This design comes from an exercise in tuning for small area, a short achievable clock period and few clock cycles on the open sky130 flow, not from production work.
The RTL was checked by simulation tests, not by an equivalence proof against the original design.

==> flow/design.v <==
module sloth_csa #(
    parameter N = 8
) (
    input  wire [N-1:0] x,
    input  wire [N-1:0] y,
    input  wire [N-1:0] z,
    input  wire         cin,     
    output wire [N-1:0] s,
    output wire [N-1:0] c
);
    wire [N-1:0] mj = (x & y) | (x & z) | (y & z);
    assign s = x ^ y ^ z;
    assign c = {mj[N-2:0], cin};
endmodule
module sloth_modmul #(
    parameter W = 128,
    parameter K = 4
) (
    input  wire [W+1:0] ss,
    input  wire [W+1:0] sc,
    input  wire         sk,
    input  wire [K-1:0] a,
    input  wire [W:0]   b,
    input  wire [W-1:0] p,
    input  wire [K-1:0] mp,
    output wire [W+1:0] ss_o,
    output wire [W+1:0] sc_o,
    output wire         sk_o
);
    localparam N = W + 7;    
    wire [3:0] y4 = ss[3:0] + sc[3:0] + {3'b000, sk}
                  + (a[0] ? b[3:0] : 4'd0)
                  + (a[1] ? {b[2:0], 1'b0} : 4'd0)
                  + (a[2] ? {b[1:0], 2'b0} : 4'd0)
                  + (a[3] ? {b[0], 3'b0} : 4'd0);
    wire [7:0] qm = y4 * mp;
    wire [3:0] q  = qm[3:0];
    wire [N-1:0] es  = {{(N-W-2){1'b0}}, ss};
    wire [N-1:0] ec  = {{(N-W-2){1'b0}}, sc};
    wire [N-1:0] ab0 = {{(N-W-1){1'b0}}, b & {(W+1){a[0]}}};
    wire [N-1:0] ab1 = {{(N-W-2){1'b0}}, b & {(W+1){a[1]}}, 1'b0};
    wire [N-1:0] ab2 = {{(N-W-3){1'b0}}, b & {(W+1){a[2]}}, 2'b0};
    wire [N-1:0] ab3 = {{(N-W-4){1'b0}}, b & {(W+1){a[3]}}, 3'b0};
    wire [N-1:0] qp0 = {{(N-W){1'b0}},   p & {W{q[0]}}};
    wire [N-1:0] qp1 = {{(N-W-1){1'b0}}, p & {W{q[1]}}, 1'b0};
    wire [N-1:0] qp2 = {{(N-W-2){1'b0}}, p & {W{q[2]}}, 2'b0};
    wire [N-1:0] qp3 = {{(N-W-3){1'b0}}, p & {W{q[3]}}, 3'b0};
    wire [N-1:0] a1, a2, a3, a4, b1, b2, c1, c2, d1, d2, e1, e2, f1, f2, x1, x2;
    sloth_csa #(.N(N)) u_l1a (.x(es),  .y(ec),  .z(ab0), .cin(sk),   .s(a1), .c(a2));
    sloth_csa #(.N(N)) u_l1b (.x(ab1), .y(ab2), .z(ab3), .cin(1'b0), .s(a3), .c(a4));
    sloth_csa #(.N(N)) u_l2  (.x(a1),  .y(a2),  .z(a3),  .cin(1'b0), .s(b1), .c(b2));
    sloth_csa #(.N(N)) u_l3  (.x(b1),  .y(b2),  .z(a4),  .cin(1'b0), .s(c1), .c(c2));
    sloth_csa #(.N(N)) u_l4  (.x(c1),  .y(c2),  .z(qp0), .cin(1'b0), .s(d1), .c(d2));
    sloth_csa #(.N(N)) u_l5  (.x(d1),  .y(d2),  .z(qp1), .cin(1'b0), .s(e1), .c(e2));
    sloth_csa #(.N(N)) u_l6  (.x(e1),  .y(e2),  .z(qp2), .cin(1'b0), .s(f1), .c(f2));
    sloth_csa #(.N(N)) u_l7  (.x(f1),  .y(f2),  .z(qp3), .cin(1'b0), .s(x1), .c(x2));
    assign ss_o = x1[W+5:4];
    assign sc_o = x2[W+5:4];
    assign sk_o = |x1[3:0];
endmodule
module sloth_round_engine #(
    parameter W = 128
) (
    input  wire         clk,
    input  wire         rst,
    input  wire         start,
    input  wire         mode,
    input  wire [31:0]  rounds,
    input  wire [W-1:0] p,
    input  wire [W-1:0] x,
    output wire         ready,
    output reg          done,
    output wire [W-1:0] y,
    output reg          xr
);
    localparam K   = 4;
    localparam NIT = (W + K - 1) / K;    
    localparam NR  = NIT * K;
    localparam S_IDLE  = 4'd0;
    localparam S_INIT  = 4'd1;    
    localparam S_INIT2 = 4'd2;    
    localparam S_ROUND = 4'd3;    
    localparam S_R2    = 4'd4;    
    localparam S_R3    = 4'd5;    
    localparam S_DBL   = 4'd6;    
    localparam S_MM    = 4'd7;    
    localparam S_CONV  = 4'd8;    
    localparam S_XLD   = 4'd9;    
    localparam S_DMX1  = 4'd10;   
    localparam S_DMX2  = 4'd11;   
    localparam S_FIN   = 4'd12;   
    localparam OP_SQ   = 3'd0;
    localparam OP_MUL  = 3'd1;
    localparam OP_FMUL = 3'd2;
    localparam OP_OUT  = 3'd3;
    localparam OP_RED  = 3'd4;
    localparam OP_DSQ  = 3'd5;
    reg [3:0]    state, nst;
    reg          rdy;
    reg          mode_r;
    reg [31:0]   rc;
    reg [W-1:0]  P;
    reg [W-1:0]  X;
    reg [W-1:0]  Y;           
    reg [W:0]    A;
    reg [W:0]    B;
    reg [W+1:0]  Ss, Sc;
    reg          Sk;
    reg [K-1:0]  mp_r;        
    reg [7:0]    bl_r;        
    reg [7:0]    n_r;         
    reg [6:0]    nit_r;       
    reg [6:0]    mm_cnt;      
    reg [8:0]    dbl_cnt;
    reg [6:0]    i_r;         
    reg [2:0]    op;
    reg          big_r;       
    reg          e_r;         
    reg          f_mm, f_ux, f_uh, f_u2x, f_ub, f_sub;
    assign ready = rdy;
    assign y     = Y;
    function [7:0] bitlen;
        input [W-1:0] v;
        integer k;
        begin
            bitlen = 8'd0;
            for (k = 0; k < W; k = k + 1)
                if (v[k]) bitlen = k + 1;
        end
    endfunction
    function [6:0] nit_of;
        input [7:0] b;
        integer k;
        begin
            nit_of = 7'd0;
            for (k = 0; k <= W; k = k + 1)
                if (b == k) nit_of = (k + 2 + K - 1) / K;
        end
    endfunction
    wire [6:0] nit_calc = nit_of(bl_r);
    wire [7:0] n_calc   = nit_calc * K;
    wire [W-1:0] m_th;    
    genvar g;
    generate
        for (g = 0; g < W; g = g + 1) begin : g_th
            assign m_th[g] = (g < bl_r[7:1]);
        end
    endgenerate
    wire [W-3:0] pk = P[W-1:2];
    wire e_bit = pk[i_r];
    wire [W+1:0] ss_n, sc_n;
    wire         sk_n;
    sloth_modmul #(.W(W), .K(K)) u_mm (
        .ss   (Ss),
        .sc   (Sc),
        .sk   (Sk),
        .a    (A[K-1:0]),
        .b    (B),
        .p    (P),
        .mp   (mp_r),
        .ss_o (ss_n),
        .sc_o (sc_n),
        .sk_o (sk_n)
    );
    function [K-1:0] mprime;
        input [K-1:0] v;
        integer k;
        reg [2*K-1:0] t;
        begin
            mprime = {K{1'b0}};
            for (k = 0; k < (1 << K); k = k + 1) begin
                t = v * k + 1;
                if (t[K-1:0] == {K{1'b0}}) mprime = k;
            end
        end
    endfunction
    wire [W:0]   u   = ({(W+1){f_ux}}  & {1'b0, X})
                     | ({(W+1){f_uh}}  & {2'b0, X[W-1:1]})
                     | ({(W+1){f_u2x}} & {X, 1'b0})
                     | ({(W+1){f_ub}}  & B);
    wire [W+1:0] np  = {(W+2){f_sub}} & ~{2'b00, P};
    wire [W+1:0] op1 = Ss | {1'b0, u};
    wire [W+1:0] op2 = Sc | np;
    wire [W+2:0] sum = {1'b0, op1} + {1'b0, op2} + {{(W+2){1'b0}}, f_sub | Sk};
    wire         ge  = sum[W+2];
    wire [W-1:0] red = ge ? sum[W-1:0] : u[W-1:0];
    wire [W:0] one = {{W{1'b0}}, 1'b1};
    always @(*) begin
        nst = state;
        case (state)
        S_IDLE:  if (start) nst = S_INIT;
        S_INIT:  nst = (rc == 32'd0) ? S_IDLE : S_INIT2;
        S_INIT2: nst = S_ROUND;
        S_ROUND: nst = S_R2;
        S_R2:    nst = S_R3;
        S_R3:    nst = big_r ? S_MM : S_DBL;
        S_DBL:   if (dbl_cnt == 9'd0) nst = S_MM;
        S_MM:    if (mm_cnt == 7'd1) nst = S_CONV;
        S_CONV:  nst = (op == OP_SQ || op == OP_MUL || op == OP_FMUL) ? S_MM : S_XLD;
        S_XLD:   nst = (op == OP_RED) ? S_DBL :
                       (op == OP_DSQ) ? S_DMX1 :
                       (rc == 32'd1) ? S_FIN : S_ROUND;
        S_DMX1:  nst = S_DMX2;
        S_DMX2:  nst = (rc == 32'd1) ? S_FIN : S_ROUND;
        S_FIN:   nst = S_IDLE;
        default: nst = S_IDLE;
        endcase
        if (rst) nst = S_IDLE;
    end
    always @(posedge clk) begin
        state <= nst;
        Y     <= X;
        f_mm  <= (nst == S_MM);
        f_ux  <= (nst == S_INIT) || (nst == S_R3) || (nst == S_DMX2);
        f_uh  <= (nst == S_R2);
        f_u2x <= (nst == S_DBL);
        f_ub  <= (nst == S_XLD);
        f_sub <= (nst == S_INIT) || (nst == S_R2) || (nst == S_R3) ||
                 (nst == S_DMX2) || (nst == S_DBL) || (nst == S_XLD);
        e_r   <= e_bit;
        Ss    <= f_mm ? ss_n : {(W+2){1'b0}};
        Sc    <= f_mm ? sc_n : {(W+2){1'b0}};
        Sk    <= f_mm & sk_n;
        if (state != S_MM)
            mm_cnt <= (state == S_R3 && big_r) ? NIT[6:0] : nit_r;
        else
            mm_cnt <= mm_cnt - 1'b1;
        if (state == S_MM)
            A <= A >> K;
        else if (state == S_CONV)
            A <= sum[W:0];
        else
            A <= {1'b0, X};
        if (rst) begin
            rdy  <= 1'b1;
            done <= 1'b0;
        end else begin
            done <= 1'b0;
            case (state)
            S_IDLE: begin
                if (start) begin
                    rdy    <= 1'b0;
                    mode_r <= mode;
                    P      <= p;
                    X      <= x;
                    rc     <= rounds;
                end
            end
            S_INIT: begin
                bl_r <= bitlen(P);
                mp_r <= mprime(P[K-1:0]);
                xr   <= ge;
                if (rc == 32'd0) begin
                    done <= 1'b1;
                    rdy  <= 1'b1;
                end
            end
            S_INIT2: begin
                nit_r <= nit_calc;
                n_r   <= n_calc;
            end
            S_ROUND: begin
                if (!mode_r)
                    X <= X ^ m_th;
            end
            S_R2: begin
                big_r <= ge;
            end
            S_R3: begin
                if (big_r) begin
                    B       <= one;
                    op      <= OP_RED;
                    dbl_cnt <= mode_r ? NR + n_r[7:1] : NR + n_r;
                end else begin
                    X       <= red;
                    dbl_cnt <= mode_r ? {2'b0, n_r[7:1]} : {1'b0, n_r};
                end
            end
            S_DBL: begin
                if (dbl_cnt != 9'd0) begin
                    X       <= red;
                    dbl_cnt <= dbl_cnt - 1'b1;
                end else if (!mode_r) begin
                    if (bl_r[7:2] == 6'd0) begin
                        if (bl_r[0]) begin
                            B  <= {1'b0, X};
                            op <= OP_FMUL;
                        end else begin
                            B  <= one;
                            op <= OP_OUT;
                        end
                    end else begin
                        B   <= {1'b0, X};
                        op  <= OP_SQ;
                        i_r <= bl_r[6:0] - 7'd4;
                    end
                end else begin
                    B  <= {1'b0, X};
                    op <= OP_DSQ;
                end
            end
            S_CONV: begin
                case (op)
                OP_SQ: begin
                    if (e_r) begin
                        B  <= {1'b0, X};
                        op <= OP_MUL;
                    end else if (i_r == 7'd0) begin
                        B  <= {1'b0, X};
                        op <= OP_FMUL;
                    end else begin
                        B   <= sum[W:0];
                        i_r <= i_r - 1'b1;
                    end
                end
                OP_MUL: begin
                    if (i_r == 7'd0) begin
                        B  <= {1'b0, X};
                        op <= OP_FMUL;
                    end else begin
                        B   <= sum[W:0];
                        op  <= OP_SQ;
                        i_r <= i_r - 1'b1;
                    end
                end
                OP_FMUL: begin
                    B  <= one;
                    op <= OP_OUT;
                end
                default: begin
                    B <= sum[W:0];
                end
                endcase
            end
            S_XLD: begin
                X <= red;
                if (op != OP_RED && op != OP_DSQ)
                    rc <= rc - 1'b1;
            end
            S_DMX1: begin
                X <= X ^ m_th;
            end
            S_DMX2: begin
                X  <= red;
                rc <= rc - 1'b1;
            end
            S_FIN: begin
                done <= 1'b1;
                rdy  <= 1'b1;
            end
            default: ;
            endcase
        end
    end
endmodule
==> flow/flow/run.sh <==
#!/bin/bash
# Standard layout, with the resizer asked for more setup slack than the
# period needs (same clock and constraints), without its rebuffering move.
set -euo pipefail
export SETUP_SLACK_MARGIN=9
export SETUP_MOVE_SEQUENCE="unbuffer,sizeup,swap,clone,split"
bash standard.sh > standard_flow.log 2>&1
==> flow/standard.sh <==
#!/bin/bash
# synth_recipe.tcl (not shown) runs the flow's synth.tcl, then flattens the netlist and writes it again
# the make line also repeats each setting of config.mk as NAME=value (left out here)
make -C /OpenROAD-flow-scripts/flow DESIGN_CONFIG=/design/flow/config.mk WORK_HOME=/design/flow/orfs CLKGATE_MAP_FILE= SYNTH_SCRIPT=/design/flow/synth_recipe.tcl "${@:-finish}"
==> flow/config.mk <==
export PLATFORM = sky130hd
export DESIGN_NAME = sloth_round_engine
export DESIGN_NICKNAME = sloth_round_engine
export VERILOG_FILES = /design/flow/design.v
export SDC_FILE = /design/flow/constraint.sdc
export NUM_CORES = 4
export LEC_CHECK = 0
export CAP_MARGIN = 40
export CORE_MARGIN = 2
export CORE_UTILIZATION = 40
export SLEW_MARGIN = 40
==> flow/constraint.sdc <==
create_clock -name core_clock -period 14.0 [get_ports {clk}]
set_input_delay 2.8000 -clock core_clock [delete_from_list [all_inputs] [get_ports {clk}]]
set_output_delay 2.8000 -clock core_clock [all_outputs]
set_load 0.01 [all_outputs]
==> out/results.ini, run 1 <==
[status]
status=complete, no violations

[finish]
drive_above_1_share=0.121
layout_commonest_cell=and2_1
mostFrequentLayoutCells=997 x and2_1, 980 x fa_1, 961 x inv_1
area_delta_synth_final_pct=19.4
layoutNonFillerInstCount=12100
fin_nets=10700

[timing]
rsz0062_at_grt=true
finalSetupViolCount=0
worstMarginPinSlew_ps=1000
tns_ps=0
hold_viol_final=0
finClkSkew_ps=53.6
hold_ws_ps=431
slew_headroom=0.313
finalCritPeriodShare=0.404
finalMaxSlewViolations=0
max_freq_mhz=177
period_minus_slack_ps=5660

[place]
hpwl_um=251000
port_buffers=422
post-place-cells=11800
place_congestion=0.997

[critical_path]
cp.arrival_ps=6320
critPathCaptureType=flip-flop
critical_path_class=reg -> reg
r2r_setup_slack_ps=8340
cp_max_fo=8
cp-startpoint=f_uh
r2r_end=X[76]
timing.rr.start=f_uh
crit_end=X[76]
r2r_cells=20
worst_setup_path_start_kind=flip-flop
crit_required_ps=14670

[grt]
track_usage=0.334
first_global_vias=71500
grt_pass1_wl_um=521000
antenna_found_initial=44
grt_max_degree=110
gr-total-overflow=0

[drt]
detail_route.vias_per_cell=5.99
postRouteWirelength_um=377000
drt_pre_antenna_iters=6
routedWlPerCell_um=31.1
drcViolationCount=0
initialDrtViolationCount=9559
drtAntennaViolNets=0
vias=72500

[job]
maxCapViolCount=0

[synth]
yosys_warnings=1
synth.area.top_cells=fa_1 24%, edfxtp_1 16%, dfxtp_1 13%, and2_1 7.8%, inv_1 4.3%
ys.flop_type=dfxtp_1
syn_avg_cell_area_um2=9.46
syn_inst=8966
synth_cell_types=105
synth_edf_count=457
yosysTopAreaCell=fa_1
ys_ff_latch=995
syn_nets=10500
async_reset_ff_frac=0
synth_area_um2=84800
synth_top_cell_area_share=0.244
yosysSeqAreaShare=0.289

[clocking]
clk_transition_reported_paths_ps=70
cts_buffers=121
numClockSinks=995
cts_tree=yes
htreeDepth=3
clk_root_buffer_cell=clkbuf_16
ctsHoldBuffers=0
clk_path_buf_depth=3
clk-insertion-delay-late_ps=850

[die]
die_w_um=465
io_pins=423
start_util=0.401
die_area_um2=216000
coreArea_um2=211000
die_y_um=465
fp-row-count=169

[worst_hold_path]
hold_class=reg -> reg

-- timing repair --
action,in CTS,in global routing
gates cloned,47,24
gates resized for setup,338,363
endpoints found under the setup margin,594,561
setup buffers,39,2
pin swaps,112,260
-- synthesized netlist by cell type, types with 51 or more instances --
cell type and number:
a21o_1 194, a21oi_1 308, a22o_1 121, a22oi_1 300, a31oi_1 143, and2_1 1058, clkbuf_1 461, dfxtp_1 538
edfxtp_1 457, fa_1 1035, ha_1 179, inv_1 983, nand2_1 864, nand2b_1 51, nand3_1 327, nor2_1 407
nor3_1 87, o21ai_0 293, or2_2 121, xnor2_1 190, xor2_1 115
-- final cells by class --
type / instances / area (µm²)
Antenna cell: 23 / 57.6
Clock buffer: 151 / 3380
Clock inverter: 81 / 881
Fill cell: 19800 / 110000
Inverter: 984 / 3710
Multi-Input combinational cell: 6444 / 57500
Sequential cell: 995 / 24500
Tap cell: 2821 / 3530
Timing Repair Buffer: 615 / 7680
Timing Repair inverter: 4 / 52.6
-- metal layers --
| metal | up-vias | GRT usage | part of all wire |
|---|---|---|---|
| met5 | - | 0 | 0.00056 |
| met4 | 26 | 0.243 | 0.092 |
| met3 | 1094 | 0.0837 | 0.11 |
| met2 | 4623 | 0.477 | 0.41 |
| met1 | 36500 | 0.437 | 0.38 |
| li1 | 30300 | - | - |
-- worst min-delay path by stage --
stage	cells past startpoint	end	from	slack [ps]
global placement	2	A[110]	A[114]	420
detailed placement	2	A[46]	A[50]	420
global route	2	A[94]	A[98]	450
finish	2	A[94]	A[98]	430
floorplan	0	Y[108]	X[108]	350
CTS	2	A[46]	A[50]	430
-- flip-flops by register name, indices dropped and copies added (netlist names), 3 cells and up --
name     count
A          129
B          129
P          128
Sc         130
Ss         130
X          128
Y          128
bl_r         8
dbl_cnt      9
i_r          7
mm_cnt       7
mp_r         4
nit_r        6
op           3
rc          32
state        4
-- cells by family after synthesis --
logic type / synth area share
and+or+nand+nor: 0.190
AOI/OAI and AO/OA: 0.135
buffers and inverters: 0.0690
adders and majority gates: 0.271
DFF: 0.289
xor gates and xnor gates: 0.0315
muxes: 0.0153
-- stage by stage --
step	utilization	worst slack [ps]	cell area [µm²]
detailed placement	0.433	6690	91600
floorplan	-	7360	84900
global route	0.479	8280	101000
CTS	0.469	8560	99300
global placement	0.432	6630	91300
finish	0.479	8340	101000
-- critical path, stage by stage, from the launching register on --
cell	delay (ps)
dfxtp_4	400
buf_12	170
buf_16	160
a222oi_1	410
nor2b_2	240
fa_2	230
fa_2	240
nor2b_2	50
o31a_1	290
o41a_1	510
nor2_1	150
o22a_2	280
a21oi_4	140
o21bai_4	290
a21oi_4	130
o221ai_4	420
a21o_4	490
inv_16	130
buf_16	220
or3_4	360
o311ai_4	90
Testbench counts, summed over its fixed seeds: cycles 67,612.
==> inputs of run 2 (changes only) <==
--- a/flow/design.v
+++ b/flow/design.v
@@ -90,9 +90,12 @@
     localparam S_DMX2  = 4'd11;   
-    localparam S_FIN   = 4'd12;   
-    localparam OP_SQ   = 3'd0;
-    localparam OP_MUL  = 3'd1;
-    localparam OP_FMUL = 3'd2;
-    localparam OP_OUT  = 3'd3;
-    localparam OP_RED  = 3'd4;
-    localparam OP_DSQ  = 3'd5;
+    localparam OP_SQ   = 4'd0;    
+    localparam OP_SQ2  = 4'd1;    
+    localparam OP_MUL1 = 4'd2;    
+    localparam OP_MUL3 = 4'd3;    
+    localparam OP_FMUL = 4'd4;    
+    localparam OP_OUT  = 4'd5;    
+    localparam OP_RED  = 4'd6;    
+    localparam OP_DSQ  = 4'd7;    
+    localparam OP_PRE2 = 4'd8;    
+    localparam OP_PRE3 = 4'd9;    
     reg [3:0]    state, nst;
@@ -103,5 +106,5 @@
     reg [W-1:0]  X;
-    reg [W-1:0]  Y;           
     reg [W:0]    A;
     reg [W:0]    B;
+    reg [W:0]    T3;          
     reg [W+1:0]  Ss, Sc;
@@ -114,9 +117,9 @@
     reg [8:0]    dbl_cnt;
-    reg [6:0]    i_r;         
-    reg [2:0]    op;
+    reg [7:0]    i_r;         
+    reg [3:0]    op;
     reg          big_r;       
-    reg          e_r;         
+    reg          e0_r, e1_r;  
     reg          f_mm, f_ux, f_uh, f_u2x, f_ub, f_sub;
     assign ready = rdy;
-    assign y     = Y;
+    assign y     = X;
     function [7:0] bitlen;
@@ -139,2 +142,14 @@
     endfunction
+    function [K-1:0] mprime;
+        input [K-1:0] v;
+        integer k;
+        reg [2*K-1:0] t;
+        begin
+            mprime = {K{1'b0}};
+            for (k = 0; k < (1 << K); k = k + 1) begin
+                t = v * k + 1;
+                if (t[K-1:0] == {K{1'b0}}) mprime = k;
+            end
+        end
+    endfunction
     wire [6:0] nit_calc = nit_of(bl_r);
@@ -149,3 +164,8 @@
     wire [W-3:0] pk = P[W-1:2];
-    wire e_bit = pk[i_r];
+    wire [7:0] i_m1 = i_r - 8'd1;
+    wire e0 = ~i_r[7] & pk[i_r[6:0]];
+    wire e1 = ~i_m1[7] & pk[i_m1[6:0]];
+    wire i_pos = ~i_r[7];                  
+    wire i_ge1 = ~i_r[7] & (i_r != 8'd0);  
+    wire i_ge2 = ~i_m1[7] & (i_m1 != 8'd0);
     wire [W+1:0] ss_n, sc_n;
@@ -164,14 +184,2 @@
     );
-    function [K-1:0] mprime;
-        input [K-1:0] v;
-        integer k;
-        reg [2*K-1:0] t;
-        begin
-            mprime = {K{1'b0}};
-            for (k = 0; k < (1 << K); k = k + 1) begin
-                t = v * k + 1;
-                if (t[K-1:0] == {K{1'b0}}) mprime = k;
-            end
-        end
-    endfunction
     wire [W:0]   u   = ({(W+1){f_ux}}  & {1'b0, X})
@@ -186,3 +194,2 @@
     wire [W-1:0] red = ge ? sum[W-1:0] : u[W-1:0];
-    wire [W:0] one = {{W{1'b0}}, 1'b1};
     always @(*) begin
@@ -198,9 +205,8 @@
         S_MM:    if (mm_cnt == 7'd1) nst = S_CONV;
-        S_CONV:  nst = (op == OP_SQ || op == OP_MUL || op == OP_FMUL) ? S_MM : S_XLD;
+        S_CONV:  nst = (op == OP_OUT || op == OP_RED || op == OP_DSQ) ? S_XLD : S_MM;
         S_XLD:   nst = (op == OP_RED) ? S_DBL :
                        (op == OP_DSQ) ? S_DMX1 :
-                       (rc == 32'd1) ? S_FIN : S_ROUND;
+                       (rc == 32'd1) ? S_IDLE : S_ROUND;
         S_DMX1:  nst = S_DMX2;
-        S_DMX2:  nst = (rc == 32'd1) ? S_FIN : S_ROUND;
-        S_FIN:   nst = S_IDLE;
+        S_DMX2:  nst = (rc == 32'd1) ? S_IDLE : S_ROUND;
         default: nst = S_IDLE;
@@ -209,5 +215,39 @@
     end
+    wire st_conv = (state == S_CONV);
+    wire dbl_end = (state == S_DBL) && (dbl_cnt == 9'd0);
+    wire small_e = (bl_r[7:2] == 6'd0);    
+    wire x_in  = (state == S_IDLE) && start;
+    wire x_xm  = ((state == S_ROUND) && !mode_r) || (state == S_DMX1);
+    wire x_red = ((state == S_R3) && !big_r) || ((state == S_DBL) && (dbl_cnt != 9'd0)) ||
+                 (state == S_XLD) || (state == S_DMX2);
+    wire a_sum = st_conv && !(op == OP_PRE3 && !e1_r);
+    reg b_ld, b_sum, b_x, b_t3, b_one;
+    always @(*) begin
+        b_ld = 1'b0; b_sum = 1'b0; b_x = 1'b0; b_t3 = 1'b0; b_one = 1'b0;
+        if (state == S_R3 && big_r) begin
+            b_ld = 1'b1; b_one = 1'b1;
+        end else if (dbl_end) begin
+            b_ld = 1'b1;
+            if (!mode_r && small_e && !bl_r[0]) b_one = 1'b1;
+            else                                b_x   = 1'b1;
+        end else if (st_conv) begin
+            b_ld = 1'b1;
+            case (op)
+            OP_PRE2:          b_x = 1'b1;
+            OP_PRE3:          if (e1_r && i_ge2) b_sum = 1'b1; else b_x = 1'b1;
+            OP_SQ:            if ((!e0_r && i_ge1) || (e0_r && e1_r)) b_sum = 1'b1;
+                              else b_x = 1'b1;
+            OP_SQ2:           b_t3 = 1'b1;
+            OP_MUL1, OP_MUL3: if (i_pos) b_sum = 1'b1; else b_x = 1'b1;
+            OP_FMUL:          b_one = 1'b1;
+            default:          b_sum = 1'b1;
+            endcase
+        end
+    end
+    wire [W:0] b_next = ({(W+1){b_sum}} & sum[W:0])
+                      | ({(W+1){b_x}}   & {1'b0, X})
+                      | ({(W+1){b_t3}}  & T3)
+                      | {{W{1'b0}}, b_one};
     always @(posedge clk) begin
         state <= nst;
-        Y     <= X;
         f_mm  <= (nst == S_MM);
@@ -219,3 +259,4 @@
                  (nst == S_DMX2) || (nst == S_DBL) || (nst == S_XLD);
-        e_r   <= e_bit;
+        e0_r  <= e0;
+        e1_r  <= e1;
         Ss    <= f_mm ? ss_n : {(W+2){1'b0}};
@@ -229,3 +270,3 @@
             A <= A >> K;
-        else if (state == S_CONV)
+        else if (a_sum)
             A <= sum[W:0];
@@ -233,2 +274,12 @@
             A <= {1'b0, X};
+        if (b_ld)
+            B <= b_next;
+        if (st_conv && op == OP_PRE3)
+            T3 <= sum[W:0];
+        if (x_in)
+            X <= x;
+        else if (x_xm)
+            X <= X ^ m_th;
+        else if (x_red)
+            X <= red;
         if (rst) begin
@@ -244,3 +295,2 @@
                     P      <= p;
-                    X      <= x;
                     rc     <= rounds;
@@ -261,6 +311,2 @@
             end
-            S_ROUND: begin
-                if (!mode_r)
-                    X <= X ^ m_th;
-            end
             S_R2: begin
@@ -270,3 +316,2 @@
                 if (big_r) begin
-                    B       <= one;
                     op      <= OP_RED;
@@ -274,3 +319,2 @@
                 end else begin
-                    X       <= red;
                     dbl_cnt <= mode_r ? {2'b0, n_r[7:1]} : {1'b0, n_r};
@@ -280,21 +324,10 @@
                 if (dbl_cnt != 9'd0) begin
-                    X       <= red;
                     dbl_cnt <= dbl_cnt - 1'b1;
-                end else if (!mode_r) begin
-                    if (bl_r[7:2] == 6'd0) begin
-                        if (bl_r[0]) begin
-                            B  <= {1'b0, X};
-                            op <= OP_FMUL;
-                        end else begin
-                            B  <= one;
-                            op <= OP_OUT;
-                        end
-                    end else begin
-                        B   <= {1'b0, X};
-                        op  <= OP_SQ;
-                        i_r <= bl_r[6:0] - 7'd4;
-                    end
-                end else begin
-                    B  <= {1'b0, X};
+                end else if (mode_r) begin
                     op <= OP_DSQ;
+                end else if (small_e) begin
+                    op <= bl_r[0] ? OP_FMUL : OP_OUT;
+                end else begin
+                    op  <= OP_PRE2;
+                    i_r <= bl_r - 8'd3;
                 end
@@ -303,31 +336,28 @@
                 case (op)
-                OP_SQ: begin
-                    if (e_r) begin
-                        B  <= {1'b0, X};
-                        op <= OP_MUL;
-                    end else if (i_r == 7'd0) begin
-                        B  <= {1'b0, X};
-                        op <= OP_FMUL;
+                OP_PRE2: op <= OP_PRE3;
+                OP_PRE3: begin
+                    if (e1_r) begin
+                        op  <= i_ge2 ? OP_SQ : OP_FMUL;
+                        i_r <= i_r - 8'd2;
                     end else begin
-                        B   <= sum[W:0];
-                        i_r <= i_r - 1'b1;
+                        op  <= i_ge1 ? OP_SQ : OP_FMUL;
+                        i_r <= i_r - 8'd1;
                     end
                 end
-                OP_MUL: begin
-                    if (i_r == 7'd0) begin
-                        B  <= {1'b0, X};
-                        op <= OP_FMUL;
+                OP_SQ: begin
+                    if (!e0_r) begin
+                        op  <= i_ge1 ? OP_SQ : OP_FMUL;
+                        i_r <= i_r - 8'd1;
+                    end else if (e1_r) begin
+                        op  <= OP_SQ2;
+                        i_r <= i_r - 8'd2;
                     end else begin
-                        B   <= sum[W:0];
-                        op  <= OP_SQ;
-                        i_r <= i_r - 1'b1;
+                        op  <= OP_MUL1;
+                        i_r <= i_r - 8'd1;
                     end
                 end
-                OP_FMUL: begin
-                    B  <= one;
-                    op <= OP_OUT;
-                end
-                default: begin
-                    B <= sum[W:0];
-                end
+                OP_SQ2:           op <= OP_MUL3;
+                OP_MUL1, OP_MUL3: op <= i_pos ? OP_SQ : OP_FMUL;
+                OP_FMUL:          op <= OP_OUT;
+                default: ;
                 endcase
@@ -335,16 +365,16 @@
             S_XLD: begin
-                X <= red;
-                if (op != OP_RED && op != OP_DSQ)
+                if (op != OP_RED && op != OP_DSQ) begin
                     rc <= rc - 1'b1;
-            end
-            S_DMX1: begin
-                X <= X ^ m_th;
+                    if (rc == 32'd1) begin
+                        done <= 1'b1;
+                        rdy  <= 1'b1;
+                    end
+                end
             end
             S_DMX2: begin
-                X  <= red;
                 rc <= rc - 1'b1;
-            end
-            S_FIN: begin
-                done <= 1'b1;
-                rdy  <= 1'b1;
+                if (rc == 32'd1) begin
+                    done <= 1'b1;
+                    rdy  <= 1'b1;
+                end
             end
==> run 2 against run 1 <==
Effect of this change:
- maximum frequency decreased by 3.0%
- core utilization increased by 0.43 points
- hold slack got worse by 6.4 ps
- die area increased by 3.1%
- count of clock-buffer cells in the layout increased by 29
- register-to-register slack got worse by 170 ps
- highest routed layer unchanged
==> out/results.ini, run 2 <==
[status]
status=complete, no violations  ; unchanged

[finish]
fin_nets=10800  ; was 10700
layoutNonFillerInstCount=12300  ; was 12100
area_delta_synth_final_pct=20.1  ; was 19.4%
top_regs=Sc: 130 flops, Ss: 130 flops  ; unchanged
layout_commonest_cell=inv_1  ; was and2_1
drive_above_1_share=0.122  ; was 0.121
mostFrequentLayoutCells=1073 x inv_1, 947 x fa_1, 921 x and2_1  ; was 997 x and2_1, 980 x fa_1, 961 x inv_1

[critical_path]
worst_setup_path_start_kind=flip-flop  ; unchanged
crit_required_ps=14560  ; was 14670 ps
crit_end=X[72]  ; was X[76]
critical_path_class=reg -> reg  ; unchanged
cp_slowest_cell=edfxtp_1  ; was o41a_1
r2r_end=X[72]  ; was X[76]
critPathCaptureType=flip-flop  ; unchanged
cp.arrival_ps=6390  ; was 6320 ps
cp.depth=18  ; was 20
worstPathCellList=a222oi_1 -> nand2b_1 -> fa_2 -> fa_2 -> a211o_1 -> a2111oi_4 -> o311ai_2 -> o2111a_2 -> o2111ai_4 -> a21oi_4 -> o211ai_1 -> and3_4 -> o31a_4 -> buf_16 -> buf_16 -> nand2_1 -> o21ai_0 -> o21ai_1  ; was buf_12 -> buf_16 -> a222oi_1 -> nor2b_2 -> fa_2 -> fa_2 -> nor2b_2 -> o31a_1 -> o41a_1 -> nor2_1 -> o22a_2 -> a21oi_4 -> o21bai_4 -> a21oi_4 -> o221ai_4 -> a21o_4 -> inv_16 -> buf_16 -> or3_4 -> o311ai_4
timing.rr.start=X[1]  ; was f_uh
cp-startpoint=X[1]  ; was f_uh
max_stage_delay_ps=510  ; about the same
cp_num_buf_inv=2  ; was 4
r2r_setup_slack_ps=8170  ; was 8340 ps
cp_max_fo=41  ; was 8
r2r_cells=18  ; was 20
cp_top_family=compound AO/OA/AOI/OAI gates  ; unchanged

[grt]
grt_max_degree=173  ; was 110
first_global_vias=74800  ; was 71500
antenna_found_initial=41  ; was 44
gr-total-overflow=0  ; unchanged
grt_pass1_wl_um=542000  ; was 521000 µm
track_usage=0.338  ; was 0.334

[drt]
drcViolationCount=0  ; unchanged
routedWlPerCell_um=33.0  ; was 31.1 µm
drt_pre_antenna_iters=9  ; was 6
vias=76300  ; was 72500
drtAntennaViolNets=0  ; unchanged
detail_route.vias_per_cell=6.19  ; was 5.99
postRouteWirelength_um=407000  ; was 377000 µm
initialDrtViolationCount=11600  ; was 9559

[synth]
syn_avg_cell_area_um2=9.66  ; was 9.46 µm²
synth_edf_count=588  ; was 457
ys.flop_type=edfxtp_1  ; was dfxtp_1
synth_cell_types=99  ; was 105
yosysMostFrequentCell=inv_1  ; was and2_1
yosysTopAreaCell=fa_1  ; unchanged
yosys_warnings=1  ; unchanged
synth.area.top_cells=fa_1 24%, edfxtp_1 20%, dfxtp_1 9.4%, and2_1 7.5%, inv_1 4.7%  ; was fa_1 24%, edfxtp_1 16%, dfxtp_1 13%, and2_1 7.8%, inv_1 4.3%
yosysSeqAreaShare=0.296  ; was 0.289
synth_area_um2=87500  ; was 84800 µm²
ys_ff_latch=999  ; was 995
syn_nets=10600  ; was 10500
syn_inst=9056  ; was 8966
async_reset_ff_frac=0  ; unchanged
synth_top_cell_area_share=0.237  ; was 0.244
ys_top_cells_by_count=1098 x inv_1, 1051 x and2_1, 1034 x fa_1  ; was 1058 x and2_1, 1035 x fa_1, 983 x inv_1

[place]
port_buffers=422  ; unchanged
hpwl_um=253000  ; was 251000 µm
post-place-cells=11900  ; was 11800
place_congestion=0.982  ; was 0.997

[clocking]
cts_buffers=132  ; was 121
clk_root_buffer_cell=clkbuf_16  ; unchanged
clk_transition_reported_paths_ps=60  ; was 70 ps
numClockSinks=999  ; was 995
clk_path_buf_depth=3  ; unchanged
clk-insertion-delay-late_ps=830  ; was 850 ps
cts_tree=yes  ; unchanged
htreeDepth=4  ; was 3

[die]
coreArea_um2=217000  ; was 211000 µm²
die_area_um2=222000  ; was 216000 µm²
fp-row-count=171  ; was 169
die_y_um=472  ; was 465 µm
start_util=0.402  ; was 0.401
die_w_um=472  ; was 465 µm
io_pins=423  ; unchanged

[job]
maxCapViolCount=0  ; unchanged

[timing]
finalCritPeriodShare=0.417  ; was 0.404
period_minus_slack_ps=5830  ; was 5660 ps
rsz0062_at_grt=true  ; unchanged
slew_headroom=0.315  ; was 0.313
tns_ps=0  ; unchanged
finalSetupViolCount=0  ; unchanged
finalMaxSlewViolations=0  ; unchanged
finClkSkew_ps=41.8  ; was 53.6 ps
worstMarginPinSlew_ps=1020  ; was 1000 ps
hold_viol_final=0  ; unchanged
max_freq_mhz=171  ; was 177 MHz

[worst_hold_path]
hold_class=reg -> reg  ; unchanged

-- run 2: changes by cell type after synthesis, moves of 92 or more --
cell / delta
o21ai_1: +92
inv_1: +115
nand3_1: -244
edfxtp_1: +131
o21ai_0: +126
dfxtp_1: -127
-- run 2: logic make-up after synthesis --
logic type	after synthesis	share of synthesized area
buf+inv	1681	0.0732
flops	999	0.296
xor+xnor	327	0.0329
fa+ha+maj	1216	0.263
compound gates	1959	0.150
mux	107	0.0225
simple gates	2767	0.163
-- run 2: timing repair --
action                                  in CTS  in global routing
hold buffers                                 0                  0
endpoints found under the setup margin     856                769
resized for setup                          258                455
setup buffers                               41                  9
pin swaps                                   65                427
endpoints found under the hold margin        0                  0
gates cloned                                46                 56
-- run 2: metal layers --
metal / global-route usage / routed length (µm) / up-vias
li1: - / - / 31000
met1: 0.443 / 147000 / 38200
met2: 0.493 / 169000 / 5601
met3: 0.0888 / 55100 / 1397
met4: 0.221 / 36000 / 27
met5: 0 / 239 / -
-- run 2: metrics by stage --
step	hold slack, ps	setup WS, ps	utilization	area (µm²)
3_3_place_gp	416	6690	0.433	94200
4_1_cts	429	8200	0.470	102000
6_report	425	8170	0.483	105000
5_1_grt	459	8090	0.483	105000
2_1_floorplan	401	8440	-	87500
3_5_place_dp	415	6740	0.435	94500
-- run 2: cell type report --
cell class,instances,area (µm²)
repair buffers,691,9050
well taps,2854,3570
diodes,48,120
clock buffers,180,3720
multi-input cells,6386,57800
clock inverters,64,742
inverters,1102,4150
fillers,20200,112000
flip-flops and latches,999,25900
-- run 2: worst min path at each step --
stage / from / end / slack, ps / cells after the start
6_report: A[91] / A[87] / 430 / 2
5_1_grt: A[110] / A[106] / 460 / 2
4_1_cts: A[91] / A[87] / 430 / 2
3_5_place_dp: A[35] / A[31] / 420 / 2
3_3_place_gp: A[35] / A[31] / 420 / 2
2_1_floorplan: A[107] / A[103] / 400 / 2
-- run 2: tightest hold or removal path: stages (launching register included) --
cell and delay (ps):
dfxtp_1 310, nand2_1 40, o21ai_0 70
Testbench counts of run 2, summed over its fixed seeds: cycles 60,604.
==> inputs of run 3 (changes only) <==
--- a/flow/design.v
+++ b/flow/design.v
@@ -191,3 +191,5 @@
     wire [W+1:0] op2 = Sc | np;
-    wire [W+2:0] sum = {1'b0, op1} + {1'b0, op2} + {{(W+2){1'b0}}, f_sub | Sk};
+    wire         cin = f_sub | Sk;
+    wire [W+3:0] sx  = {1'b0, op1, cin} + {1'b0, op2, cin};
+    wire [W+2:0] sum = sx[W+3:1];
     wire         ge  = sum[W+2];
@@ -218,3 +220,3 @@
     wire small_e = (bl_r[7:2] == 6'd0);    
-    wire x_in  = (state == S_IDLE) && start;
+    wire x_in  = (state == S_IDLE);
     wire x_xm  = ((state == S_ROUND) && !mode_r) || (state == S_DMX1);
@@ -291,8 +293,7 @@
             S_IDLE: begin
-                if (start) begin
-                    rdy    <= 1'b0;
-                    mode_r <= mode;
-                    P      <= p;
-                    rc     <= rounds;
-                end
+                mode_r <= mode;
+                P      <= p;
+                rc     <= rounds;
+                if (start)
+                    rdy <= 1'b0;
             end
--- a/flow/config.mk
+++ b/flow/config.mk
@@ -9,3 +9,3 @@
 export CORE_MARGIN = 2
-export CORE_UTILIZATION = 40
+export CORE_UTILIZATION = 55
 export SLEW_MARGIN = 40
==> run 3 against run 2 <==
Effect of this change:
- sequential share of layout area rose by 0.59 points
- final cell count down 6.7%
- routed wire length is 9.2% lower
- core utilization grew 17 points
- clock skew is 2.3 ps higher
- die area is 27% lower
- worst setup slack improved by 250 ps
- highest routed layer unchanged
- largest cell class unchanged
- synthesized cell count up 0.19%
- critical endpoint is now X[125]
- register-to-register slack better by 250 ps
==> out/results.ini, run 3 <==
[grt]
top_usage_layer=met2  ; unchanged
first_global_vias=72800  ; was 74800
met1_usage=0.560  ; was 0.443
track_usage=0.429  ; was 0.338
antenna_found_initial=43  ; was 41
gr-total-overflow=0  ; unchanged
use_met3=0.119  ; was 0.0888
grt_max_degree=82  ; was 173
grt_util_met2=0.631  ; was 0.493
grt_pass1_wl_um=506000  ; was 542000 µm

[finish]
mostFrequentLayoutCells=1067 x inv_1, 967 x and2_1, 955 x fa_1  ; was 1073 x inv_1, 947 x fa_1, 921 x and2_1
fin_nets=10800  ; about the same
area_delta_synth_final_pct=17.1  ; was 20.1%
layoutNonFillerInstCount=11500  ; was 12300
drive_above_1_share=0.121  ; was 0.122
layout_commonest_cell=inv_1  ; unchanged
top_regs=Sc: 130 flops, Ss: 130 flops  ; unchanged

[critical_path]
worst_setup_path_start_kind=flip-flop  ; unchanged
cp.arrival_ps=6120  ; was 6390 ps
cp_slowest_cell=a222oi_1  ; was edfxtp_1
worstPathCellList=a222oi_1 -> nand2b_1 -> ha_1 -> o211ai_1 -> a21o_1 -> a221oi_4 -> a311o_2 -> a21o_4 -> o2111ai_4 -> nand3_4 -> a21oi_4 -> o31a_1 -> a21oi_4 -> buf_12 -> buf_16 -> nor3_2 -> a221o_1 -> a31o_1  ; was a222oi_1 -> nand2b_1 -> fa_2 -> fa_2 -> a211o_1 -> a2111oi_4 -> o311ai_2 -> o2111a_2 -> o2111ai_4 -> a21oi_4 -> o211ai_1 -> and3_4 -> o31a_4 -> buf_16 -> buf_16 -> nand2_1 -> o21ai_0 -> o21ai_1
cp_max_fo=8  ; was 41
max_stage_delay_ps=600  ; was 510 ps
timing.critical_path.mode_cell=a21oi_4
crit_required_ps=14540  ; was 14560 ps
cp_top_family=compound AO/OA/AOI/OAI gates  ; unchanged
cp_num_buf_inv=2  ; unchanged
critical_path_class=reg -> reg  ; unchanged
critPathCaptureType=flip-flop  ; unchanged

[clocking]
clk-insertion-delay-late_ps=810  ; was 830 ps
ctsHoldBuffers=0  ; unchanged
htreeDepth=3  ; was 4
numClockSinks=999  ; unchanged
cts_buffers=117  ; was 132
clk_root_buffer_cell=clkbuf_16  ; unchanged
clk_path_buf_depth=3  ; unchanged
cts_tree=yes  ; unchanged
clk_transition_reported_paths_ps=70  ; was 60 ps

[place]
hpwl_um=244000  ; was 253000 µm
port_buffers=422  ; unchanged
place_congestion=1.04  ; was 0.982
pre_cts_ws_ps=6760  ; was 6740 ps
post-place-cells=11100  ; was 11900

[timing]
period_minus_slack_ps=5590  ; was 5830 ps
finalCritPeriodShare=0.399  ; was 0.417
fin_ws_ps=8410  ; was 8170 ps
worstMarginPinSlew_ps=1040  ; was 1020 ps
rsz0062_at_grt=true  ; unchanged
tns_ps=0  ; unchanged
finClkSkew_ps=44.2  ; was 41.8 ps
hold_ws_ps=423  ; was 425 ps
max_freq_mhz=179  ; was 171 MHz
finalMaxSlewViolations=0  ; unchanged
hold_viol_final=0  ; unchanged
slew_headroom=0.300  ; was 0.315
finalSetupViolCount=0  ; unchanged

[die]
die_y_um=403  ; was 472 µm
die_area_um2=162000  ; was 222000 µm²
die_w_um=403  ; was 472 µm
fp-row-count=146  ; was 171
io_pins=423  ; unchanged
start_util=0.554  ; was 0.402
coreArea_um2=158000  ; was 217000 µm²

[drt]
drtAntennaViolNets=0  ; unchanged
vias=75300  ; was 76300
drcViolationCount=0  ; unchanged
postRouteWirelength_um=370000  ; was 407000 µm
drt_pre_antenna_iters=9  ; unchanged
routedWlPerCell_um=32.2  ; was 33.0 µm
initialDrtViolationCount=10900  ; was 11600
detail_route.vias_per_cell=6.55  ; was 6.19

[synth]
synth.area.top_cells=fa_1 24%, edfxtp_1 20%, dfxtp_1 9.4%, and2_1 7.5%, inv_1 4.8%  ; was fa_1 24%, edfxtp_1 20%, dfxtp_1 9.4%, and2_1 7.5%, inv_1 4.7%
syn_nets=10600  ; about the same
yosysMostFrequentCell=inv_1  ; unchanged
yosysSeqAreaShare=0.296  ; about the same
yosys_warnings=1  ; unchanged
yosysTopAreaCell=fa_1  ; unchanged
ys.flop_type=edfxtp_1  ; unchanged
synth_cell_types=94  ; was 99
ys_ff_latch=999  ; unchanged
synth_area_um2=87600  ; was 87500 µm²
async_reset_ff_frac=0  ; unchanged
syn_inst=9073  ; was 9056
synth_top_cell_area_share=0.236  ; was 0.237
ys_top_cells_by_count=1122 x inv_1, 1052 x and2_1, 1034 x fa_1  ; was 1098 x inv_1, 1051 x and2_1, 1034 x fa_1
syn_avg_cell_area_um2=9.65  ; was 9.66 µm²
synth_edf_count=588  ; unchanged

[worst_hold_path]
hold_class=reg -> reg  ; unchanged

[job]
maxCapViolCount=0  ; unchanged

[status]
status=complete, no violations  ; unchanged

run 3: cell count changes after synthesis, sizes merged, moves of 29 or more:
cell / change
a221oi: -64
a22o: -69
a22oi: +114
buf: -33
nor2: -37
mux2i: +76
nand2b: -72
nand2: +68
or2: +85
o21ai: -62
nand3: -29
run 3: path summary, 6_finish.rpt:
kind	start	endpoint	slack, ps	cells after the start
hold reg to reg	A[76]	A[72]	420	2
setup reg to reg	X[1]	X[125]	8410	18
hold / removal	A[76]	A[72]	420	2
setup / recovery	X[1]	X[125]	8410	18
run 3: what timing repair did:
item                                    in CTS  in global routing
buffers inserted                            36                 10
resized for setup                          305                404
gates cloned                                27                 38
endpoints found under the setup margin     636                478
pin swaps                                  101                461
run 3: layer usage:
| layer | vias up | wire length (µm) |
|---|---|---|
| li1 | 30800 | - |
| met1 | 37400 | 132000 |
| met2 | 5655 | 156000 |
| met3 | 1392 | 50300 |
| met4 | 20 | 32000 |
| met5 | - | 132 |
run 3: logic make-up (layout without fill, tap and decap cells):
group                    Yosys count  count (layout)  synth area share
adder cells (fa/ha/maj)         1216            1216             0.262
AND/OR/NAND/NOR                 2785            2788             0.163
flip-flops                       999             999             0.296
buffers and inverters           1686            1986            0.0727
multiplexers                     179             179            0.0302
XOR/XNOR                         330             330            0.0330
other                              0              50                 0
AO/OA/AOI/OAI                   1878            1878             0.143
run 3: cell type report:
cell class	instances	area (µm²)
well taps	2072	2590
fillers	12900	55600
multi-input cells	6391	57800
repair buffers	640	8100
diodes	50	125
clock inverters	46	337
flip-flops and latches	999	25900
inverters	1122	4220
clock buffers	178	3550
run 3: stage by stage:
step,cell area (µm²),utilization
floorplan,87600,-
global placement,93300,0.590
detailed placement,93500,0.591
CTS,100000,0.633
global route,103000,0.648
finish,103000,0.649
run 3: worst register-to-register path, delay by kind of cell (launching register included):
| kind | cells | cell delay, ps |
|---|---|---|
| AOI/OAI and AO/OA | 12 | 3460 |
| buffers and inverters | 2 | 580 |
| DFF | 1 | 540 |
| and+or+nand+nor | 3 | 470 |
| adders and majority gates | 1 | 320 |
Testbench counts of run 3, summed over its fixed seeds: cycles 60,604.
==> inputs of run 4 (changes only) <==
--- a/flow/config.mk
+++ b/flow/config.mk
@@ -9,3 +9,3 @@
 export CORE_MARGIN = 2
-export CORE_UTILIZATION = 55
+export CORE_UTILIZATION = 60
 export SLEW_MARGIN = 40
==> run 4 against run 3 <==
Effect of this change:
- still clean
- register-to-register slack worse by 40 ps
- global-route usage is 3.8 points higher
- non-clock buffer count is 1 higher
- sequential cell count stayed put
- maximum frequency is 0.65% lower
- critical path depth is 1 lower
- critical path type unchanged
- largest cell class unchanged
==> out/results.ini, run 4 <==
[status]
status=complete, no violations  ; unchanged

[drt]
drt_pre_antenna_iters=12  ; was 9
initialDrtViolationCount=11600  ; was 10900
vias=76500  ; was 75300
drcViolationCount=0  ; unchanged
drtAntennaViolNets=0  ; unchanged
routedWlPerCell_um=32.5  ; was 32.2 µm
detail_route.vias_per_cell=6.75  ; was 6.55
postRouteWirelength_um=368000  ; was 370000 µm

[timing]
tns_ps=0  ; unchanged
worstMarginPinSlew_ps=984  ; was 1040 ps
slew_headroom=0.341  ; was 0.300
finalSetupViolCount=0  ; unchanged
max_freq_mhz=178  ; was 179 MHz
finalCritPeriodShare=0.402  ; was 0.399
period_minus_slack_ps=5620  ; was 5590 ps
finalMaxSlewViolations=0  ; unchanged
hold_viol_final=0  ; unchanged
finClkSkew_ps=39.0  ; was 44.2 ps
rsz0062_at_grt=true  ; unchanged

[finish]
finalCoreUtilization=0.709  ; was 0.649
mostFrequentLayoutCells=1096 x inv_1, 921 x and2_1, 914 x fa_1  ; was 1067 x inv_1, 967 x and2_1, 955 x fa_1
fin_nets=10800  ; about the same
drive_above_1_share=0.132  ; was 0.121
layout_commonest_cell=inv_1  ; unchanged
fin_area_um2=103000  ; about the same
area_delta_synth_final_pct=17.5  ; was 17.1%
layoutNonFillerInstCount=11300  ; was 11500
top_regs=Sc: 130 flops, Ss: 130 flops  ; unchanged

[synth]
async_reset_ff_frac=0  ; unchanged
synth_compound_area_frac=0.143  ; unchanged
yosysTopAreaCell=fa_1  ; unchanged
syn_avg_cell_area_um2=9.65  ; unchanged
syn_inst=9073  ; unchanged
synth_area_um2=87600  ; unchanged
synth_top_cell_area_share=0.236  ; unchanged
synth_adder_area_share=0.262  ; unchanged
yosysSeqAreaShare=0.296  ; unchanged
synthMuxAreaShare=0.0302  ; unchanged
synth_cell_types=94  ; unchanged
synth_xor_area_frac=0.0330  ; unchanged
synth.area.top_cells=fa_1 24%, edfxtp_1 20%, dfxtp_1 9.4%, and2_1 7.5%, inv_1 4.8%  ; unchanged
yosys_warnings=1  ; unchanged
synth_edf_count=588  ; unchanged
ys_top_cells_by_count=1122 x inv_1, 1052 x and2_1, 1034 x fa_1  ; unchanged
yosysMostFrequentCell=inv_1  ; unchanged
ys_ff_latch=999  ; unchanged
syn_nets=10600  ; unchanged
synth_top_family_by_area=adder cells  ; unchanged
ys.flop_type=edfxtp_1  ; unchanged
synthSimpleGateAreaFrac=0.163  ; unchanged

[clocking]
clk-insertion-delay-late_ps=790  ; was 810 ps
cts_tree=yes  ; unchanged
htreeDepth=3  ; unchanged
ctsHoldBuffers=0  ; unchanged
clk_path_buf_depth=3  ; unchanged
cts_buffers=117  ; unchanged
clk_transition_reported_paths_ps=60  ; was 70 ps
clk_root_buffer_cell=clkbuf_16  ; unchanged
numClockSinks=999  ; unchanged

[grt]
grt_max_degree=94  ; was 82
antenna_found_initial=41  ; was 43
grt_pass1_wl_um=504000  ; was 506000 µm
first_global_vias=74200  ; was 72800
gr-total-overflow=0  ; unchanged
track_usage=0.466  ; was 0.429

[place]
hpwl_um=239000  ; was 244000 µm
place_congestion=1.05  ; was 1.04
placed_area_um2=93300  ; was 93500 µm²
post-place-cells=11000  ; was 11100
port_buffers=422  ; unchanged

[critical_path]
max_stage_delay_ps=590  ; was 600 ps
cp.arrival_ps=6150  ; was 6120 ps
cp_top_family=compound AO/OA/AOI/OAI gates  ; unchanged
crit_required_ps=14530  ; was 14540 ps
cp_num_buf_inv=4  ; was 2
cp_max_fo=52  ; was 8
cp_slowest_cell=a21oi_4  ; was a222oi_1
critical_path_class=reg -> reg  ; unchanged
worstPathCellList=buf_16 -> bufbuf_16 -> a21o_1 -> ha_1 -> nand4_1 -> or2_2 -> nor4b_4 -> o2111ai_4 -> nand3_4 -> a21oi_4 -> o31a_4 -> a21oi_4 -> buf_12 -> buf_16 -> mux2i_2 -> a21oi_1 -> a21o_1  ; was a222oi_1 -> nand2b_1 -> ha_1 -> o211ai_1 -> a21o_1 -> a221oi_4 -> a311o_2 -> a21o_4 -> o2111ai_4 -> nand3_4 -> a21oi_4 -> o31a_1 -> a21oi_4 -> buf_12 -> buf_16 -> nor3_2 -> a221o_1 -> a31o_1
critPathCaptureType=flip-flop  ; unchanged
worst_setup_path_start_kind=flip-flop  ; unchanged

[worst_hold_path]
hold_class=reg -> reg  ; unchanged

[die]
start_util=0.603  ; was 0.554
io_pins=423  ; unchanged
die_w_um=386  ; was 403 µm
coreArea_um2=145000  ; was 158000 µm²
die_y_um=386  ; was 403 µm
fp-row-count=140  ; was 146
die_area_um2=149000  ; was 162000 µm²

[job]
maxCapViolCount=0  ; unchanged

## run 4: cell counts after synthesis
Identical to the previous run, type by type.
## run 4: cell families after synthesis
family	after synthesis
AND/OR/NAND/NOR	2785
AO/OA/AOI/OAI	1878
buffers and inverters	1686
adder cells (fa/ha/maj)	1216
flip-flops	999
XOR/XNOR	330
multiplexers	179
## run 4: repair_timing
action,CTS,global route
pin swaps,48,379
gates cloned,28,44
buffers inserted,38,8
setup endpoints to repair,691,516
resized for setup,227,580
## run 4: cell type report
class | instances | area (µm²)
clock inverter | 48 | 526
sequential | 999 | 25900
clock buffer | 175 | 3490
inverter | 1122 | 4220
fill | 10900 | 42300
tap | 1917 | 2400
antenna | 43 | 108
multi-input combinational | 6394 | 58200
timing repair buffer | 641 | 8060
## run 4: metrics by stage
step                worst slack [ps]  hold WS, ps
floorplan                       8750          401
global placement                6880          418
detailed placement              6990          417
CTS                             8590          431
global route                    8380          450
finish                          8380          431
## run 4: path summary, 6_finish.rpt
kind | depth (start not counted) | slack, ps | start | end
worst max-delay path | 17 | 8380 | f_sub | X[63]
worst min register to register | 2 | 430 | A[72] | A[68]
worst max register to register | 17 | 8380 | f_sub | X[63]
worst min-delay path | 2 | 430 | A[72] | A[68]
## run 4: per-layer routing
layer | vias to the layer above | global-route usage | part of all wire
met1 | 37600 | 0.587 | 0.33
li1 | 30800 | - | -
met2 | 6399 | 0.679 | 0.41
met3 | 1746 | 0.164 | 0.15
met4 | 26 | 0.308 | 0.098
met5 | - | 0 | 0.00047
## run 4: worst reg2reg max path, delay by kind of cell (launching register included)
| kind | cells | cell delay [ps] |
|---|---|---|
| AOI/OAI and AO/OA | 7 | 1770 |
| adders and majority gates | 1 | 430 |
| buffers and inverters | 4 | 1230 |
| DFF | 1 | 440 |
| muxes | 1 | 220 |
| and+or+nand+nor | 4 | 1300 |
==> inputs of run 5 (changes only) <==
--- a/flow/flow/run.sh
+++ b/flow/flow/run.sh
@@ -4,3 +4,3 @@
 set -euo pipefail
-export SETUP_SLACK_MARGIN=9
+export SETUP_SLACK_MARGIN=9.5
 export SETUP_MOVE_SEQUENCE="unbuffer,sizeup,swap,clone,split"
--- a/flow/config.mk
+++ b/flow/config.mk
@@ -9,3 +9,3 @@
 export CORE_MARGIN = 2
-export CORE_UTILIZATION = 60
+export CORE_UTILIZATION = 55
 export SLEW_MARGIN = 40
==> run 5 against run 4 <==
Effect of this change:
- clock skew is 2.3 ps higher
- sequential cell count stayed put
- area after synthesis unchanged
- synthesized cell count did not move
- design area is 2.6% higher
- global-route usage decreased by 1.4 points
- critical path type unchanged
- critical endpoint is now X[27]
- highest routed layer unchanged
==> out/results.ini, run 5 <==
[status]
status=complete, no violations  ; unchanged

[timing]
finalCritPeriodShare=0.404  ; was 0.402
finClkSkew_ps=41.3  ; was 39.0 ps
tns_ps=0  ; unchanged
hold_ws_ps=430  ; was 431 ps
slew_headroom=0.330  ; was 0.341
rsz0062_at_grt=true  ; unchanged
worstMarginPinSlew_ps=1010  ; was 984 ps
period_minus_slack_ps=5650  ; was 5620 ps
finalSetupViolCount=0  ; unchanged
max_freq_mhz=177  ; was 178 MHz
finalMaxSlewViolations=0  ; unchanged
hold_viol_final=0  ; unchanged

[clocking]
cts_tree=yes  ; unchanged
clk-insertion-delay-late_ps=810  ; was 790 ps
htreeDepth=3  ; unchanged
cts_buffers=119  ; was 117
clk_path_buf_depth=3  ; unchanged
numClockSinks=999  ; unchanged
clk_transition_reported_paths_ps=70  ; was 60 ps
ctsHoldBuffers=0  ; unchanged
clk_root_buffer_cell=clkbuf_16  ; unchanged

[finish]
drive_above_1_share=0.165  ; was 0.132
fin_nets=10800  ; about the same
area_delta_synth_final_pct=20.5  ; was 17.5%
multi_input_area_um2=60300  ; was 58200 µm²
mostFrequentLayoutCells=1109 x inv_1, 985 x fa_1, 851 x and2_1  ; was 1096 x inv_1, 921 x and2_1, 914 x fa_1
seqCellArea_um2=25900  ; unchanged
fillers=12500  ; was 10900
layout_commonest_cell=inv_1  ; unchanged
top_regs=Sc: 130 flops, Ss: 130 flops  ; unchanged

[die]
die_w_um=403  ; was 386 µm
io_pins=423  ; unchanged
die_y_um=403  ; was 386 µm
fp-row-count=146  ; was 140
die_area_um2=162000  ; was 149000 µm²
coreArea_um2=158000  ; was 145000 µm²
start_util=0.554  ; was 0.603

[drt]
postRouteWirelength_um=376000  ; was 368000 µm
detail_route.vias_per_cell=6.56  ; was 6.75
drt_pre_antenna_iters=14  ; was 12
drtAntennaViolNets=0  ; unchanged
initialDrtViolationCount=11800  ; was 11600
routedWlPerCell_um=32.7  ; was 32.5 µm
drcViolationCount=0  ; unchanged
vias=75500  ; was 76500

[synth]
synth_edf_count=588  ; unchanged
synth_top_cell_area_share=0.236  ; unchanged
yosys_warnings=1  ; unchanged
synth_top_family_by_area=adder cells  ; unchanged
syn_nets=10600  ; unchanged
yosysMostFrequentCell=inv_1  ; unchanged
yosysSeqAreaShare=0.296  ; unchanged
synth_xor_area_frac=0.0330  ; unchanged
ys_top_cells_by_count=1122 x inv_1, 1052 x and2_1, 1034 x fa_1  ; unchanged
yosysTopAreaCell=fa_1  ; unchanged
synth_compound_area_frac=0.143  ; unchanged
synthMuxAreaShare=0.0302  ; unchanged
async_reset_ff_frac=0  ; unchanged
synthSimpleGateAreaFrac=0.163  ; unchanged
ys_ff_latch=999  ; unchanged
syn_inst=9073  ; unchanged
synth_cell_types=94  ; unchanged
synth.area.top_cells=fa_1 24%, edfxtp_1 20%, dfxtp_1 9.4%, and2_1 7.5%, inv_1 4.8%  ; unchanged
syn_avg_cell_area_um2=9.65  ; unchanged
ys.flop_type=edfxtp_1  ; unchanged
synth_area_um2=87600  ; unchanged
synth_adder_area_share=0.262  ; unchanged

[grt]
track_usage=0.452  ; was 0.466
grt_max_degree=130  ; was 94
grt_pass1_wl_um=528000  ; was 504000 µm
antenna_found_initial=20  ; was 41
first_global_vias=74200  ; about the same
gr-total-overflow=0  ; unchanged

[critical_path]
cp.arrival_ps=6160  ; was 6150 ps
critPathCaptureType=flip-flop  ; unchanged
cp_max_fo=27  ; was 52
worstPathCellList=buf_16 -> a22oi_1 -> nand2_1 -> or2_2 -> ha_2 -> nand4_1 -> nor2_2 -> nor4b_4 -> buf_6 -> o2111ai_2 -> nand3_2 -> buf_12 -> a21oi_4 -> o31a_4 -> a21oi_4 -> buf_16 -> buf_16 -> mux2i_1 -> o21ai_0  ; was buf_16 -> bufbuf_16 -> a21o_1 -> ha_1 -> nand4_1 -> or2_2 -> nor4b_4 -> o2111ai_4 -> nand3_4 -> a21oi_4 -> o31a_4 -> a21oi_4 -> buf_12 -> buf_16 -> mux2i_2 -> a21oi_1 -> a21o_1
cp_slowest_cell=a21oi_4  ; unchanged
timing.critical_path.mode_cell=buf_16
worst_setup_path_start_kind=flip-flop  ; unchanged
critical_path_class=reg -> reg  ; unchanged
max_stage_delay_ps=660  ; was 590 ps
crit_required_ps=14510  ; was 14530 ps

[place]
port_buffers=422  ; unchanged
place_congestion=0.968  ; was 1.05
hpwl_um=240000  ; was 239000 µm

[worst_hold_path]
hold_class=reg -> reg  ; unchanged

[job]
maxCapViolCount=0  ; unchanged

run 5: cell counts after synthesis:
No cell type changed its count.
run 5: area by class of cell:
class | count | share of cell area
clock inverter | 64 | 0.00622
timing repair buffer | 664 | 0.0794
multi-input combinational | 6395 | 0.572
clock buffer | 163 | 0.0318
tap | 2072 | 0.0246
sequential | 999 | 0.246
inverter | 1122 | 0.0400
antenna | 29 | 0.000688
run 5: critical path: cells and delay by family (launching register included):
kind	cells	cell delay, ps
compound gates	6	1550
fa+ha+maj	1	410
buf+inv	5	1090
flops	1	480
mux	1	230
simple gates	6	1480
run 5: layer usage:
metal,wire length (µm),global-route usage
met1,133000,0.579
met2,158000,0.658
met5,230,0
met3,52100,0.140
met4,32900,0.307
run 5: repair_timing:
item                                    in CTS  in global routing
endpoints found under the setup margin     874                669
buffers inserted                            45                  5
resized for setup                         1030                389
gates cloned                                71                 15
pin swaps                                  210                201
run 5: worst paths after layout:
| check | start | endpoint | slack (ps) | cells past startpoint |
|---|---|---|---|---|
| setup / recovery | f_ub | X[27] | 8350 | 19 |
| hold / removal | A[92] | A[88] | 430 | 2 |
| setup reg to reg | f_ub | X[27] | 8350 | 19 |
| hold reg to reg | A[92] | A[88] | 430 | 2 |
run 5: cells by family (layout without fill, tap and decap cells):
family	after synthesis	count (layout)
mux	179	179
other cells	0	29
fa+ha+maj	1216	1216
buf+inv	1686	2013
xor+xnor	330	330
compound gates	1878	1882
simple gates	2785	2788
flops	999	999
run 5: per-stage QoR:
step                 util  setup slack (ps)  area (µm²)  std cells
detailed placement  0.594              6740       94000      11100
finish              0.667              8350      106000      11500
global route        0.667              8390      105000      11500
floorplan               -              8750       88700       9073
CTS                 0.654              8620      103000      11500
global placement    0.593              6790       93800      11100

afterwards: timing with drivers on the ports:
No port has a modelled driver above. Below, the same layouts with a new extraction and two added sets of constraints.
Step 1 (the two cells are an assumption about what drives the block):
set clk [get_ports {clk}]
set_driving_cell -lib_cell sky130_fd_sc_hd__clkbuf_16 $clk
set_driving_cell -lib_cell sky130_fd_sc_hd__buf_2 [delete_from_list [all_inputs] $clk]
Step 2 moves the port delays by t, midway between the first and last clock arrival at a register: inputs arrive t later, outputs are due t later. That takes back most of the time a late clock gives input paths.
a / b / c = ideal / step 1 / step 2; a / b = the first two.
run | t (ns) | setup slack, ns | pins driven straight from the clock port
run 1 | 0.920 | 8.343 / 8.343 / 8.011 | 1
run 2 | 0.910 | 8.169 / 8.169 / 7.803 | 1
run 3 | 0.879 | 8.414 / 8.414 / 8.414 | 1
run 4 | 0.863 | 8.378 / 8.378 / 8.378 | 1
run 5 | 0.885 | 8.350 / 8.350 / 8.350 | 1
After both steps every run listed still meets setup and hold. The setup slack of run 2, which loses most, moves by 0.000 ns with the drivers and by -0.366 ns with both steps.
